This design comes from an exercise in tuning for small area, a short achievable clock period and few clock cycles per item on the open sky130 flow, not from production work.
No activity file was given, so power comes from the tool's default toggle rates.

==> v30: inputs <==
Design uartty_core, start of the top module:
module uartty_core (
    input  wire        clk,
    input  wire        rst,
    input  wire [13:0] cfg_flags,
    input  wire [7:0]  cfg_erase_code,
    input  wire [7:0]  cfg_kill_code,
    input  wire [7:0]  cfg_werase_code,
    input  wire        ev_valid,
    input  wire [2:0]  ev_kind,
    input  wire [7:0]  ev_data,
    output wire        ev_ready,
    output wire        rsp_valid,
    output wire [1:0]  rsp_code,
    output wire [7:0]  rsp_data,
    output wire        rsp_txie,
    output wire        rsp_rd_ready,
    output wire        rsp_tx_full
);
Settings: LEC_CHECK=0, CAP_MARGIN=20, CORE_MARGIN=2, CORE_UTILIZATION=60, CTS_CLUSTER_DIAMETER=100, CTS_CLUSTER_SIZE=30, SETUP_SLACK_MARGIN=5.0, SLEW_MARGIN=20; clock period 8.0 ns.
run.sh (not shown) runs the stock make flow with config.mk's settings and CLKGATE_MAP_FILE= SYNTH_SCRIPT=/design/flow/synth_recipe.tcl, a recipe that flattens the netlist after the stock synthesis.
==> v16 (differences from v30) <==
--- a/flow/design.v
+++ b/flow/design.v
@@ -160,45 +160,54 @@
     wire done    = (b_ex && !ws && !(ea && a_caret)) || st_e2 ||
                    (w_done && !(w_echo && b_caret));
     wire [1:0] n_bs = e2_next ? B_ECHO2 : (ws || wr1) ? (lc_sp ? B_WER1 : B_WER2) : B_EXEC;
     wire [6:0] rx_tail_m1 = rx_tail - 7'd1;
     wire [6:0] rx_tail_p1 = rx_tail + 7'd1;
     wire [6:0] rx_head_p1 = rx_head + 7'd1;
-    wire [6:0] n_head     = rd_ok ? rx_head_p1 : rx_head;
-    wire [6:0] n_head_p1  = rd_ok ? rx_head + 7'd2 : rx_head_p1;
-    wire [6:0] n_tail     = f_ins ? rx_tail_p1 : f_ret ? rx_tail_m1 :
-                            f_line ? pl_start : rx_tail;
-    wire [6:0] n_tail_m2  = f_ins ? rx_tail_m1 : f_ret ? rx_tail - 7'd3 :
-                            f_line ? pl_start - 7'd2 : rx_tail - 7'd2;
-    wire [6:0] line_cnt   = pl_start - rx_head;
-    wire [6:0] n_rx_cnt   = f_ins ? rx_cnt + 7'd1 : (f_ret || rd_ok) ? rx_cnt - 7'd1 :
-                            f_line ? line_cnt : rx_cnt;
-    wire [6:0] n_pl_start = (f_ins && a_nlc) ? rx_tail_p1 : pl_start;
-    wire [7:0] n_pl_w     = f_ins ? (a_nlc ? 8'd0 : a_wt2 ? pl_w + 8'd2 : pl_w + 8'd1) :
-                            f_ret ? (lc_wt2 ? pl_w - 8'd2 : pl_w - 8'd1) :
-                            f_line ? 8'd0 : pl_w;
-    wire [6:0] n_sp_cnt   = f_ins ? (a_nlc ? 7'd0 : a_sp ? sp_cnt + 7'd1 : sp_cnt) :
-                            (f_ret && lc_sp) ? sp_cnt - 7'd1 :
-                            f_line ? 7'd0 : sp_cnt;
+    wire       f_dec      = f_ret || rd_ok;
+    wire       ins_grow   = f_ins && !a_nlc;
+    wire       pl_clear   = (f_ins && a_nlc) || f_line;
     wire       ret_bl     = f_ret && cfg_echoe;
-    wire [7:0] n_backlog  = ret_bl ? (lc_wt2 ? backlog + 8'd2 : backlog + 8'd1) :
-                            line_bl ? backlog + pl_w :
-                            t_bs1 ? backlog - 8'd1 : backlog;
+    wire [6:0] n_head     = ({7{rd_ok}} & rx_head_p1) | ({7{!rd_ok}} & rx_head);
+    wire [6:0] n_head_p1  = ({7{rd_ok}} & (rx_head + 7'd2)) | ({7{!rd_ok}} & rx_head_p1);
+    wire       t_hold     = !(f_ins || f_ret || f_line);
+    wire [6:0] n_tail     = ({7{f_ins}} & rx_tail_p1) | ({7{f_ret}} & rx_tail_m1) |
+                            ({7{f_line}} & pl_start) | ({7{t_hold}} & rx_tail);
+    wire [6:0] n_tail_m2  = ({7{f_ins}} & rx_tail_m1) | ({7{f_ret}} & (rx_tail - 7'd3)) |
+                            ({7{f_line}} & (pl_start - 7'd2)) | ({7{t_hold}} & (rx_tail - 7'd2));
+    wire [6:0] line_cnt   = pl_start - rx_head;
+    wire [6:0] n_rx_cnt   = ({7{f_ins}} & (rx_cnt + 7'd1)) | ({7{f_dec}} & (rx_cnt - 7'd1)) |
+                            ({7{f_line}} & line_cnt) |
+                            ({7{!(f_ins || f_dec || f_line)}} & rx_cnt);
+    wire [6:0] n_pl_start = ({7{f_ins && a_nlc}} & rx_tail_p1) | ({7{!(f_ins && a_nlc)}} & pl_start);
+    wire [7:0] n_pl_w     = ({8{ins_grow && a_wt2}} & (pl_w + 8'd2)) |
+                            ({8{ins_grow && !a_wt2}} & (pl_w + 8'd1)) |
+                            ({8{f_ret && lc_wt2}} & (pl_w - 8'd2)) |
+                            ({8{f_ret && !lc_wt2}} & (pl_w - 8'd1)) |
+                            ({8{!(ins_grow || f_ret || pl_clear)}} & pl_w);
+    wire [6:0] n_sp_cnt   = ({7{ins_grow && a_sp}} & (sp_cnt + 7'd1)) |
+                            ({7{f_ret && lc_sp}} & (sp_cnt - 7'd1)) |
+                            ({7{!((ins_grow && a_sp) || (f_ret && lc_sp) || pl_clear)}} & sp_cnt);
+    wire [7:0] n_backlog  = ({8{ret_bl && lc_wt2}} & (backlog + 8'd2)) |
+                            ({8{ret_bl && !lc_wt2}} & (backlog + 8'd1)) |
+                            ({8{line_bl}} & (backlog + pl_w)) |
+                            ({8{t_bs1}} & (backlog - 8'd1)) |
+                            ({8{!(ret_bl || line_bl || t_bs1)}} & backlog);
     wire [1:0] n_es       = t_bs1 ? 2'd2 : t_sp ? 2'd3 : t_bs2 ? 2'd0 : es;
     wire       n_halt     = (b_ex && o_xoff) ? 1'b1 : (b_ex && o_xon) ? 1'b0 : halt;
     wire       n_plf      = t_plf ? 1'b0 : t_onl ? 1'b1 : plf;
     wire       txie_set   = enq || ret_bl || line_bl || (b_ex && o_xon);
     wire       txie_clr   = (b_ex && o_xoff) || t_halt || t_none;
     wire       n_txie     = txie_set ? 1'b1 : txie_clr ? 1'b0 : txie;
     wire       tx_we      = enq && !tx_full;
     wire [5:0] tx_tail_p1 = tx_tail + 6'd1;
     wire [5:0] tx_head_p1 = tx_head + 6'd1;
-    wire [5:0] n_tx_head  = t_deq ? tx_head_p1 : tx_head;
-    wire [5:0] n_tx_tail  = tx_we ? tx_tail_p1 : tx_tail;
-    wire [5:0] n_tx_cnt   = tx_we ? tx_cnt + 6'd1 : t_deq ? tx_cnt - 6'd1 : tx_cnt;
-    wire       f_dec      = f_ret || rd_ok;
+    wire [5:0] n_tx_head  = ({6{t_deq}} & tx_head_p1) | ({6{!t_deq}} & tx_head);
+    wire [5:0] n_tx_tail  = ({6{tx_we}} & tx_tail_p1) | ({6{!tx_we}} & tx_tail);
+    wire [5:0] n_tx_cnt   = ({6{tx_we}} & (tx_cnt + 6'd1)) | ({6{t_deq}} & (tx_cnt - 6'd1)) |
+                            ({6{!(tx_we || t_deq)}} & tx_cnt);
     wire       rd_more    = cfg_canonical ? (rx_head_p1 != pl_start) : (rx_cnt != 7'd1);
     wire       n_rdr      = (f_ins && a_rdset) || (rd_ok ? rd_more : rd_ready);
     wire       n_rx_empty = f_ins ? 1'b0 : f_dec ? (rx_cnt == 7'd1) :
                             f_line ? (pl_start == rx_head) : rx_empty;
     wire       n_rx_le125 = f_ins ? (rx_cnt <= 7'd124) : f_dec ? rx_ne127 :
                             f_line ? (line_cnt <= 7'd125) : rx_le125;
@@ -302,13 +311,13 @@
             pl_empty <= n_pl_empty;
             sp_nz    <= n_sp_nz;
             tx_full  <= n_tx_full;
             tx_full2 <= n_tx_full2;
             tx_empty <= n_tx_empty;
             rd_ready <= n_rdr;
-            tx_raddr <= t_deq ? tx_head + 6'd2 : tx_head_p1;
+            tx_raddr <= ({6{t_deq}} & (tx_head + 6'd2)) | ({6{!t_deq}} & tx_head_p1);
             rx_raddr <= n_sel_rd ? n_head_p1 : n_tail_m2;
             backlog  <= n_backlog;
             es       <= n_es;
             txie     <= n_txie;
             halt     <= n_halt;
             plf      <= n_plf;
==> results.yml <==
outcome:
  status: "no timing/DRC/antenna violations"
power:
  p_int_uw: 11800
  pwr.group.clock_uw: 4290
grt:
  use_met1_pct: 39.9
[end of results for v30]
==> results.yml <==
logic_synthesis:
  synth-simple-area-share_pct: 5.80
  synth_top_family_by_area: "multiplexers"
power:
  pwr.group.clock_uw: 4280
  p_int_uw: 11800
grt:
  use_met1_pct: 44.3
routing:
  wl_met3_um: 15700
critical_path:
  criticalPathCategory: "flip-flop to flip-flop"
outcome:
  status: "no timing/DRC/antenna violations"
[end of results for v16]
Function was not checked in any run of this note: the RTL went through the layout flow alone.

-- re-timing with driven ports --
In the flow no input, the clock included, has a driving cell. The finished layouts below were timed again as built, in two steps.
Step 1 (the two cells are an assumption about what drives the block):
set clk [get_ports {clk}]
set_driving_cell -lib_cell sky130_fd_sc_hd__clkbuf_16 $clk
set_driving_cell -lib_cell sky130_fd_sc_hd__buf_2 [delete_from_list [all_inputs] $clk]
Step 2 adds t to the input delays and takes it off the output delays; t is the mean of the earliest and latest rising clock arrival at the registers after step 1. Input paths then give back, and output paths get back, about the clock's delay inside the block.
a / b / c = no drivers / after step 1 / after step 2; a / b = the first two.
| run | t, ns | setup slack, ns | hold slack, ns | worst setup path at the end | slew at the worst register clock pin (ns) |
|---|---|---|---|---|---|
| v30 | 0.746 | 4.743 / 4.743 / 4.222 | 0.511 / 0.511 / 0.511 | input to register | 0.12 / 0.12 |
| v16 | 0.746 | 4.855 / 4.855 / 4.409 | 0.514 / 0.514 / 0.514 | input to register | 0.12 / 0.12 |
After both steps setup and hold are still met in every run listed. The setup slack of v30, which loses most, moves by 0.000 ns with the drivers and by -0.521 ns with both steps.
